This design comes from an exercise in tuning for small area and a short achievable clock period on the open sky130 flow, not from production work. The RTL was checked by simulation tests, not by an equivalence proof against the original design. Power figures rest on the tool's default switching activity, not on a simulated workload.

`flow/config.mk`:
```
export PLATFORM = sky130hd
export DESIGN_NAME = seenc_top
export DESIGN_NICKNAME = seenc_top
export VERILOG_FILES = /design/flow/design.v
export SDC_FILE = /design/flow/constraint.sdc
export NUM_CORES = 4
export LEC_CHECK = 0
export ABC_AREA = 1
export CAP_MARGIN = 20
export CORE_MARGIN = 2
export CORE_UTILIZATION = 40
export SLEW_MARGIN = 20
```
`flow/constraint.sdc`:
```
create_clock -name core_clock -period 65.0 [get_ports {clk}]
set_input_delay 13.0000 -clock core_clock [delete_from_list [all_inputs] [get_ports {clk}]]
set_output_delay 13.0000 -clock core_clock [all_outputs]
set_load 0.01 [all_outputs]
```
`flow/design.v`:
```
`default_nettype none
module seenc_condition (
    input  wire        prec,      
    input  wire        keep_s,    
    input  wire        drop_neg,  
    input  wire [7:0]  tsat,      
    input  wire        sg,        
    input  wire [10:0] ef,        
    input  wire [17:0] fr,        
    input  wire        fnzlo,     
    output wire        s,
    output wire [7:0]  e8,
    output wire [17:0] f
);
    wire [7:0] ex   = {ef[7] ^ prec, ef[6:0]};
    wire       emax = (&ef[7:0]) & (~prec | (&ef[10:8]));
    wire       lo   = prec ? (ef < 11'd929) : (ef[7:0] == 8'd0);
    wire       hi   = prec & (ef > 11'd1150);
    wire       nan  = emax & (fnzlo | (|fr));
    wire       zero = nan | lo | (drop_neg & sg);
    wire       sat  = emax | hi | (ex > tsat);
    assign s  = sg & keep_s & ~nan;
    assign e8 = zero ? 8'd0 : (sat ? tsat : ex);
    assign f  = zero ? 18'd0 : (sat ? 18'h3ffff : fr);
endmodule
module seenc_enc_front (
    input  wire [2:0]  codec,
    input  wire        prec,
    input  wire [30:0] cx, cy, cz,     
    output wire [6:0]  e,
    output wire        sx, sy, sz,
    output wire [18:0] vx, vy, vz,
    output wire [4:0]  dx, dy, dz,     
    output wire        kx, ky, kz      
);
    reg [7:0]  tsat, fl, tovf;
    reg [17:0] omask;    
    reg        keep_s;
    always @(*) begin
        case (codec)
            3'd0:    begin tsat = 8'd142; fl = 8'd111; tovf = 8'd142; omask = 18'h3fe00; keep_s = 1'b0; end
            3'd1:    begin tsat = 8'd142; fl = 8'd111; tovf = 8'd142; omask = 18'h3fc00; keep_s = 1'b1; end
            3'd2:    begin tsat = 8'd126; fl = 8'd125; tovf = 8'd128; omask = 18'h3fe00; keep_s = 1'b1; end
            3'd3:    begin tsat = 8'd158; fl = 8'd95;  tovf = 8'd158; omask = 18'h3ffe0; keep_s = 1'b1; end
            3'd4:    begin tsat = 8'd130; fl = 8'd123; tovf = 8'd130; omask = 18'h3fff0; keep_s = 1'b1; end
            default: begin tsat = 8'd190; fl = 8'd63;  tovf = 8'd190; omask = 18'h3ffff; keep_s = 1'b1; end
        endcase
    end
    wire drop_neg = (codec == 3'd0);
    wire [7:0]  ex, ey, ez;
    wire [17:0] fx, fy, fz;
    seenc_condition u_cx (.prec(prec), .keep_s(keep_s), .drop_neg(drop_neg), .tsat(tsat),
        .sg(cx[30]), .ef(cx[29:19]), .fr(cx[18:1]), .fnzlo(cx[0]), .s(sx), .e8(ex), .f(fx));
    seenc_condition u_cy (.prec(prec), .keep_s(keep_s), .drop_neg(drop_neg), .tsat(tsat),
        .sg(cy[30]), .ef(cy[29:19]), .fr(cy[18:1]), .fnzlo(cy[0]), .s(sy), .e8(ey), .f(fy));
    seenc_condition u_cz (.prec(prec), .keep_s(keep_s), .drop_neg(drop_neg), .tsat(tsat),
        .sg(cz[30]), .ef(cz[29:19]), .fr(cz[18:1]), .fnzlo(cz[0]), .s(sz), .e8(ez), .f(fz));
    wire [7:0] mxy = (ex > ey) ? ex : ey;
    wire [7:0] mzf = (ez > fl) ? ez : fl;
    wire [7:0] em  = (mxy > mzf) ? mxy : mzf;
    wire ovf = ((ex == em) & (&(fx | ~omask))) |
               ((ey == em) & (&(fy | ~omask))) |
               ((ez == em) & (&(fz | ~omask)));
    wire ovf_e = ovf & (em != tovf);
    wire [7:0] em1 = em + {7'd0, ovf_e};
    wire [7:0] e0  = em1 - fl;
    assign e = e0[6:0];
    assign vx = {ex != 8'd0, fx};
    assign vy = {ey != 8'd0, fy};
    assign vz = {ez != 8'd0, fz};
    wire [7:0] sx8 = em1 - ex;
    wire [7:0] sy8 = em1 - ey;
    wire [7:0] sz8 = em1 - ez;
    assign dx = sx8[4:0];
    assign dy = sy8[4:0];
    assign dz = sz8[4:0];
    assign kx = sx8 > 8'd18;
    assign ky = sy8 > 8'd18;
    assign kz = sz8 > 8'd18;
endmodule
module seenc_enc_back (
    input  wire [2:0]  codec,
    input  wire [6:0]  e,
    input  wire        sx, sy, sz,
    input  wire [18:0] px, py, pz,
    output reg  [31:0] word_a,
    output reg  [31:0] word_b
);
    reg [17:0] lowm;    
    always @(*) begin
        case (codec)
            3'd0, 3'd2: lowm = 18'h001ff;
            3'd1:       lowm = 18'h003ff;
            3'd3:       lowm = 18'h0001f;
            3'd4:       lowm = 18'h0000f;
            default:    lowm = 18'h00000;
        endcase
    end
    wire [19:0] rx = {1'b0, px | {1'b0, lowm}} + 20'd1;
    wire [19:0] ry = {1'b0, py | {1'b0, lowm}} + 20'd1;
    wire [19:0] rz = {1'b0, pz | {1'b0, lowm}} + 20'd1;
    wire [17:0] mx = rx[18:1] | {18{rx[19]}};
    wire [17:0] my = ry[18:1] | {18{ry[19]}};
    wire [17:0] mz = rz[18:1] | {18{rz[19]}};
    always @(*) begin
        word_a = 32'd0;
        word_b = 32'd0;
        case (codec)
            3'd0: word_a = {e[4:0], mz[17:9], my[17:9], mx[17:9]};
            3'd1: word_a = {e[4:0], sz, mz[17:10], sy, my[17:10], sx, mx[17:10]};
            3'd2: word_a = {e[1:0], sz, mz[17:9], sy, my[17:9], sx, mx[17:9]};
            3'd3: begin
                word_a = {e[5:0], my[17:5], mx[17:5]};
                word_b = {16'd0, sz, sy, sx, mz[17:5]};
            end
            3'd4: begin
                word_a = {e[0], sz, sy, sx, my[17:4], mx[17:4]};
                word_b = {16'd0, e[2:1], mz[17:4]};
            end
            default: begin
                word_a = {my[13:0], mx[17:0]};
                word_b = {e[6:0], sz, sy, sx, mz[17:0], my[17:14]};
            end
        endcase
    end
endmodule
`default_nettype wire
`default_nettype none
module seenc_lzc (
    input  wire [17:0] m,
    output reg  [4:0]  lz
);
    integer i;
    always @(*) begin
        lz = 5'd0;
        for (i = 0; i < 18; i = i + 1)
            if (m[i]) lz = 5'd17 - i[4:0];
    end
endmodule
module seenc_dec_front (
    input  wire [2:0]  codec,
    input  wire [31:0] in_a,
    input  wire [31:0] in_b,
    output reg         sx, sy, sz,
    output reg  [17:0] mx, my, mz,    
    output reg  [7:0]  eb             
);
    always @(*) begin
        eb = 8'd0;
        mx = 18'd0; my = 18'd0; mz = 18'd0;
        sx = 1'b0;  sy = 1'b0;  sz = 1'b0;
        case (codec)
            3'd0: begin
                eb = {3'd0, in_a[31:27]} + 8'd120;
                mz = {9'd0, in_a[26:18]};
                my = {9'd0, in_a[17:9]};
                mx = {9'd0, in_a[8:0]};
            end
            3'd1: begin
                eb = {3'd0, in_a[31:27]} + 8'd121;
                sz = in_a[26]; mz = {10'd0, in_a[25:18]};
                sy = in_a[17]; my = {10'd0, in_a[16:9]};
                sx = in_a[8];  mx = {10'd0, in_a[7:0]};
            end
            3'd2: begin
                eb = {6'd0, in_a[31:30]} + 8'd134;
                sz = in_a[29]; mz = {9'd0, in_a[28:20]};
                sy = in_a[19]; my = {9'd0, in_a[18:10]};
                sx = in_a[9];  mx = {9'd0, in_a[8:0]};
            end
            3'd3: begin
                eb = {2'd0, in_a[31:26]} + 8'd100;
                my = {5'd0, in_a[25:13]};
                mx = {5'd0, in_a[12:0]};
                sz = in_b[15]; sy = in_b[14]; sx = in_b[13];
                mz = {5'd0, in_b[12:0]};
            end
            3'd4: begin
                eb = {5'd0, in_b[15:14], in_a[31]} + 8'd127;
                sz = in_a[30]; sy = in_a[29]; sx = in_a[28];
                my = {4'd0, in_a[27:14]};
                mx = {4'd0, in_a[13:0]};
                mz = {4'd0, in_b[13:0]};
            end
            default: begin
                my = {in_b[3:0], in_a[31:18]};
                mx = in_a[17:0];
                eb = {1'd0, in_b[31:25]} + 8'd63;
                sz = in_b[24]; sy = in_b[23]; sx = in_b[22];
                mz = in_b[21:4];
            end
        endcase
    end
endmodule
module seenc_dec_back (
    input  wire        d32,    
    input  wire        d64,    
    input  wire        s,
    input  wire [16:0] fr,
    input  wire [7:0]  e32,
    output wire [63:0] f
);
    wire nz = |e32;
    wire [10:0] e64 = {e32[7], {3{~e32[7] & nz}}, e32[6:0]};
    assign f[63:35] = {29{d64}} & {s, e64, fr};
    assign f[34:32] = 3'd0;
    assign f[31:6]  = {26{d32}} & {s, e32, fr};
    assign f[5:0]   = 6'd0;
endmodule
`default_nettype wire
`default_nettype none
module seenc_core (
    input  wire [4:0]  cmd,       
    input  wire        cmd_hi,    
    input  wire [30:0] cx, cy, cz,
    output wire        enc,
    output wire        dec32,
    output wire        dec64,
    output wire        err,
    output wire [77:0] res        
);
    wire [2:0] codec = cmd[2:0];
    wire       dir   = cmd[3];
    wire       prec  = cmd[4];
    wire       legal = ~cmd_hi && (codec <= 3'd5) && (!prec || codec == 3'd5);
    assign enc   = legal & ~dir;
    assign dec32 = legal & dir & ~prec;
    assign dec64 = legal & dir & prec;
    assign err   = ~legal;
    wire [6:0]  ee;
    wire        esx, esy, esz;
    wire [18:0] evx, evy, evz;
    wire [4:0]  edx, edy, edz;
    wire        ekx, eky, ekz;
    seenc_enc_front u_ef (
        .codec(codec), .prec(prec), .cx(cx), .cy(cy), .cz(cz),
        .e(ee), .sx(esx), .sy(esy), .sz(esz), .vx(evx), .vy(evy), .vz(evz),
        .dx(edx), .dy(edy), .dz(edz), .kx(ekx), .ky(eky), .kz(ekz)
    );
    wire [63:0] ab = {cx, cy, cz};
    wire        dsx, dsy, dsz;
    wire [17:0] dmx, dmy, dmz;
    wire [7:0]  deb;
    seenc_dec_front u_df (
        .codec(codec), .in_a(ab[31:0]), .in_b(ab[63:32]),
        .sx(dsx), .sy(dsy), .sz(dsz), .mx(dmx), .my(dmy), .mz(dmz), .eb(deb)
    );
    wire [4:0] lzx, lzy, lzz;
    seenc_lzc u_lx (.m(dmx), .lz(lzx));
    seenc_lzc u_ly (.m(dmy), .lz(lzy));
    seenc_lzc u_lz (.m(dmz), .lz(lzz));
    function [17:0] rev18(input [17:0] v);
        integer i;
        for (i = 0; i < 18; i = i + 1) rev18[i] = v[17 - i];
    endfunction
    wire [18:0] shx = dir ? {rev18(dmx), 1'b0} : evx;
    wire [18:0] shy = dir ? {rev18(dmy), 1'b0} : evy;
    wire [18:0] shz = dir ? {rev18(dmz), 1'b0} : evz;
    wire [4:0]  sax = dir ? lzx : edx;
    wire [4:0]  say = dir ? lzy : edy;
    wire [4:0]  saz = dir ? lzz : edz;
    wire [18:0] yx = (ekx & ~dir) ? 19'd0 : (shx >> sax);
    wire [18:0] yy = (eky & ~dir) ? 19'd0 : (shy >> say);
    wire [18:0] yz = (ekz & ~dir) ? 19'd0 : (shz >> saz);
    wire [31:0] wa, wb;
    seenc_enc_back u_eb (
        .codec(codec), .e(ee), .sx(esx), .sy(esy), .sz(esz),
        .px(yx), .py(yy), .pz(yz), .word_a(wa), .word_b(wb)
    );
    wire [17:0] nx = rev18(yx[18:1]);
    wire [17:0] ny = rev18(yy[18:1]);
    wire [17:0] nz = rev18(yz[18:1]);
    wire [7:0]  ex32 = (dmx == 18'd0) ? 8'd0 : (deb - {3'd0, lzx});
    wire [7:0]  ey32 = (dmy == 18'd0) ? 8'd0 : (deb - {3'd0, lzy});
    wire [7:0]  ez32 = (dmz == 18'd0) ? 8'd0 : (deb - {3'd0, lzz});
    assign res = dir ? {dsx, nx[16:0], ex32, dsy, ny[16:0], ey32, dsz, nz[16:0], ez32}
                     : {14'd0, wb, wa};
endmodule
`default_nettype wire
`default_nettype none
module seenc_top (
    input  wire        clk,
    input  wire        rst,         
    input  wire        in_valid,
    input  wire [7:0]  cmd,
    input  wire [63:0] in_x,
    input  wire [63:0] in_y,
    input  wire [63:0] in_z,
    input  wire [31:0] in_a,
    input  wire [31:0] in_b,
    output reg         out_valid,
    output wire [31:0] out_a,
    output wire [31:0] out_b,
    output wire [63:0] out_x,
    output wire [63:0] out_y,
    output wire [63:0] out_z,
    output reg         err
);
    function [30:0] chan(input prec, input [63:0] b);
        chan = prec ? {b[63], b[62:52], b[51:34], |b[33:0]}
                    : {b[31], 3'd0, b[30:23], b[22:5], |b[4:0]};
    endfunction
    reg        v_q;
    reg [4:0]  cmd_q;
    reg        hi_q;
    reg [92:0] c_q;
    always @(posedge clk) begin
        if (rst) v_q <= 1'b0;
        else     v_q <= in_valid;
        cmd_q <= cmd[4:0];
        hi_q  <= |cmd[7:5];
        c_q   <= cmd[3] ? {29'd0, in_b, in_a}
                        : {chan(cmd[4], in_x), chan(cmd[4], in_y), chan(cmd[4], in_z)};
    end
    wire        c_enc, c_d32, c_d64, c_err;
    wire [77:0] c_res;
    seenc_core u_core (
        .cmd(cmd_q), .cmd_hi(hi_q), .cx(c_q[92:62]), .cy(c_q[61:31]), .cz(c_q[30:0]),
        .enc(c_enc), .dec32(c_d32), .dec64(c_d64), .err(c_err), .res(c_res)
    );
    reg [77:0] r;
    reg        r_enc, r_d32, r_d64;
    always @(posedge clk) begin
        if (rst) out_valid <= 1'b0;
        else     out_valid <= v_q;
        err   <= c_err;
        r_enc <= c_enc;
        r_d32 <= c_d32;
        r_d64 <= c_d64;
        r     <= c_res;
    end
    assign out_a = {32{r_enc}} & r[31:0];
    assign out_b = {32{r_enc}} & r[63:32];
    seenc_dec_back u_bx (.d32(r_d32), .d64(r_d64), .s(r[77]), .fr(r[76:60]), .e32(r[59:52]), .f(out_x));
    seenc_dec_back u_by (.d32(r_d32), .d64(r_d64), .s(r[51]), .fr(r[50:34]), .e32(r[33:26]), .f(out_y));
    seenc_dec_back u_bz (.d32(r_d32), .d64(r_d64), .s(r[25]), .fr(r[24:8]),  .e32(r[7:0]),   .f(out_z));
endmodule
`default_nettype wire
```
`flow/run.sh`:
```
#!/bin/bash
# synth_recipe.tcl (not shown) runs the flow's synth.tcl, then flattens the netlist and writes it again
# the make line also repeats each setting of config.mk as NAME=value (left out here)
make -C /OpenROAD-flow-scripts/flow DESIGN_CONFIG=/design/flow/config.mk WORK_HOME=/design/flow/orfs CLKGATE_MAP_FILE= SYNTH_SCRIPT=/design/flow/synth_recipe.tcl finish
```
==> results by group <==
Status
  – Outcome: finished clean

Setup path
  – Crit start category: register
  – Max stage delay on crit path: about 650 ps
  – Worst Setup SP: r_d32
  – Cells along the critical path: buf_4, nand2_1, inv_1, clkdlybuf4s50_1
  – Reg2reg path depth: 69
  – Worst Path Required: 52,000 ps
  – Worst Path Max Fanout: just under 80
  – Worst EP arrival: between 2000 and 2500 ps
  – Worst Setup End Kind: output pin
  – CP max stage cell: clkdlybuf4s50_1
  – Setup Crit Path Kind: reg2out
  – Reg2reg start: cmd_q[1]

Global routing
  – Gr usage total: 35.6%
  – Initial antenna violation count: 1
  – Vias in the first global route: approximately 25,000
  – First-pass GRT wire length: roughly 160,000 microns
  – Largest net degree at the start of global routing: 83
  – Total grt overflow: 0

Layout
  – Final design instance area without fill: 28,400 sq um
  – Layout cells sized above 1: under 10%
  – Nets: a little under 5,000
  – Synthesis-to-layout area growth: 25.8%
  – Fillers: between 6,000 and 7,000

Clock tree
  – Clock Path Buffers: 2
  – Skew-Pair Late Insertion Delay: approximately 530 ps
  – Clk slew on worst S/H paths: about 80 ps
  – Post-CTS setup buffer count: 0
  – Post-CTS Resized: 0
  – CTS tree: done
  – Cts bufs inserted: 17
  – CTS Root Cell: clkbuf_16
  – Clock Sinks: around 180
  – Hold_buf cts: 0
  – H-tree depth: 4

Floorplanning
  – Initial core utilization: 40.2%
  – Die Span Y: 241 microns
  – Die ar.: 58,300 sq um
  – I/O pin count: approximately 530
  – Die width: between 200 and 250 microns
  – Core area: 56,100 sq um
  – Rows: 87

Synthesis
  – Top cells by area, synth: nand2_1 (21%), dfxtp_1 (16%), inv_1 (8.9%), nor2_1 (7.4%), o21ai_0 (5.2%)
  – Post-synth EDFFs: 0
  – Ys flop type: dfxtp_1
  – Post-synthesis cell count: about 4,100
  – Post-synth ARST share: 0%
  – Post-synth top area share: about a fifth
  – Seq/Total Area, Yosys: 16.2%
  – Synth unique cells: between 60 and 70
  – Mapped Avg Cell Area: 5.52 sq um
  – Biggest area consumer among synthesized cells: nand2_1
  – YS warnings: 6
  – Synthesized cell area: between 20,000 and 25,000 sq um
  – Yosys reg bits: about 180

STA
  – Final Hold Fails: 0
  – Clk_skew: approximately 33 ps
  – Fmax: approximately 65 MHz
  – Final setup vio count: 0
  – Period Utilization, post-route: a little under a quarter
  – Max-slew violation count: 0
  – Setup_tns: 0 ps
  – Slew margin rel.: between 20% and 30%
  – RSZ-0062 raised after global routing: false
  – Post-layout min period: roughly 15,000 ps
  – Measured slew at the worst slew-check pin: around 1100 ps

Power
  – Net Sw Power: between 0.0005 and 0.0006 W
  – P_leak: approximately 14 nW
  – Pwr Density: 31.5 nW/um^2
  – Maximum vdd ir drop: ~0.020 mV
  – Clock share of power: 12.1%
  – Seq pwr share: a little under a fifth
  – Int Power: roughly 0.00038 W
  – Net Sw Frac: between 50% and 60%
  – Logic pwr share: approximately 70%

Placed design
  – Hpwl dp: around 86,000 microns
  – PortBufs: approximately 500
  – Placed Instance Area: ~28,000 sq um
  – Gpl congestion: ~1.1

Drt
  – Via count of the routed design: 28,200
  – Post-Route WL: 107,000 microns
  – ANT nets after route: 0
  – Drc violations: 0
  – WL/cell: around 20 microns
  – Via density per instance: ~5.4
  – DRT Pass-1 Iters: 7
  – Initial DRC count: 2,927

Flow run
  – Total of max-cap violations: 0

Hold path
  – Hold path cells: 2
  – Min-delay src: v_q
  – Hold WC Path Type: reg2reg
==> registers in the layout (all words and copies together), names as in the netlist <==
| signal | flops |
|---|---|
| c_q | 93 |
| r | 78 |
| cmd_q | 5 |
| err | 1 |
| hi_q | 1 |
| out_valid | 1 |
| r_d32 | 1 |
| r_d64 | 1 |
| r_enc | 1 |
| v_q | 1 |
==> metal layers <==
metal  share of wire, %  wire length (microns)  global-route usage, %
met1                 41                  44400                   44.9
met2                 44                  47100                   57.3
met3                8.4                   8940                   5.98
met5                  0                      0                      0
met4                6.1                   6470                   20.6
==> per-stage QoR <==
step	setup WS (ps)	util [%]	power (W)	hold slack, ps	instances
2_1_floorplan	50500	-	0.000587	388	4109
3_3_place_gp	50050	49.5	0.000773	390	5194
3_5_place_dp	50010	49.5	0.000772	397	5194
4_1_cts	49680	50.6	0.000881	409	5226
5_1_grt	49100	50.6	0.000966	433	5227
6_report	49670	50.6	0.000894	407	5227
==> power by group through the flow <==
stage,combinational (W),clock [W],sequential (W)
2_1_floorplan,0.000436,0,0.000151
3_3_place_gp,0.000605,0,0.000168
3_5_place_dp,0.000604,0,0.000168
4_1_cts,0.000606,0.000110,0.000165
5_1_grt,0.000684,0.000114,0.000167
6_report,0.000621,0.000108,0.000165
==> cells in the mapped netlist, types with 8 or more instances <==
master / instances
buf_4: 43
nand2_2: 51
o221ai_1: 11
nor3_1: 51
clkbuf_1: 102
nor2_2: 27
xor2_1: 28
clkinv_1: 8
nand3_2: 26
a221oi_1: 10
a31oi_1: 27
nand4_1: 58
inv_1: 536
nand3b_1: 9
or2_2: 11
nor2_4: 12
buf_6: 17
o21ai_1: 59
inv_2: 29
a22oi_1: 9
xnor2_1: 21
nor2_1: 446
o211ai_1: 19
ha_1: 88
o21ai_0: 233
nand3_1: 213
dfxtp_1: 183
buf_1: 21
o21bai_1: 9
nand2_4: 9
nor4_1: 42
nand2_1: 1250
buf_2: 22
a211oi_1: 9
a21oi_1: 230
o22ai_1: 68
==> placed cells by master, fill, tap and decap left out, drive strengths merged, types with 19 or more instances in the layout <==
cell              n
nor3             57
xnor2            21
nand3           243
o21ai           295
nand2          1310
ha               88
o211ai           19
inv             575
nand4            60
conb             27
a31oi            27
xor2             28
nor4             42
clkdlybuf4s50   495
o22ai            68
dfxtp           183
buf              41
a21oi           234
nor2            485
==> worst max-delay path, delay by kind of cell, from the launching register on <==
| kind | cells | cell delay [ps] |
|---|---|---|
| buffers and inverters | 3 | 1310 |
| DFF | 1 | 310 |
| and+or+nand+nor | 1 | 100 |
==> path summary, 6_finish.rpt <==
path                to  slack, ps
max reg2reg      r[18]      49920
min reg2reg  out_valid        410
max          out_y[29]      49670
min          out_valid        410
==> cell families (layout without fill, tap and decap cells) <==
group,Yosys count,after routing,share of synthesized area (%)
AO/OA/AOI/OAI,739,739,18.6
adder cells (fa/ha/maj),95,95,5.50
XOR/XNOR,49,49,1.90
flip-flops,183,183,16.2
buffers and inverters,783,1144,14.5
other,1,28,0.0166
multiplexers,6,6,0.266
AND/OR/NAND/NOR,2227,2227,42.9
==> area by class of cell <==
type / instances / area, sq um / share of cell area, %
clock buffers: 17 / 425 / 1.50
repair buffers: 536 / 5260 / 18.5
diodes: 1 / 2.50 / 0.00882
clock inverters: 15 / 170 / 0.600
multi-input cells: 3143 / 15700 / 55.4
flip-flops and latches: 183 / 3670 / 12.9
inverters: 576 / 2170 / 7.65
well taps: 756 / 946 / 3.33

-- separate check: timing with driven ports --
In the flow no input, the clock included, has a driving cell. The finished layout below was timed again as built, in two steps. Step 1: set_driving_cell puts a clkbuf_16 on clk and a buf_2 on each other input, an assumption about the parent block. Step 2 also shifts input and output timing later by t, the mid clock arrival at the registers, as if the neighbouring blocks saw the same clock. a / b / c = ideal / step 1 / step 2; a / b = the first two.
t, ns: 0.580
setup slack, ns: 49.672 / 49.606 / 49.918
worst setup path after step 2: register to register
After both steps this run still meets setup and hold. For this run, drivers alone change the setup slack by -0.066 ns; drivers and shift together by +0.246 ns.
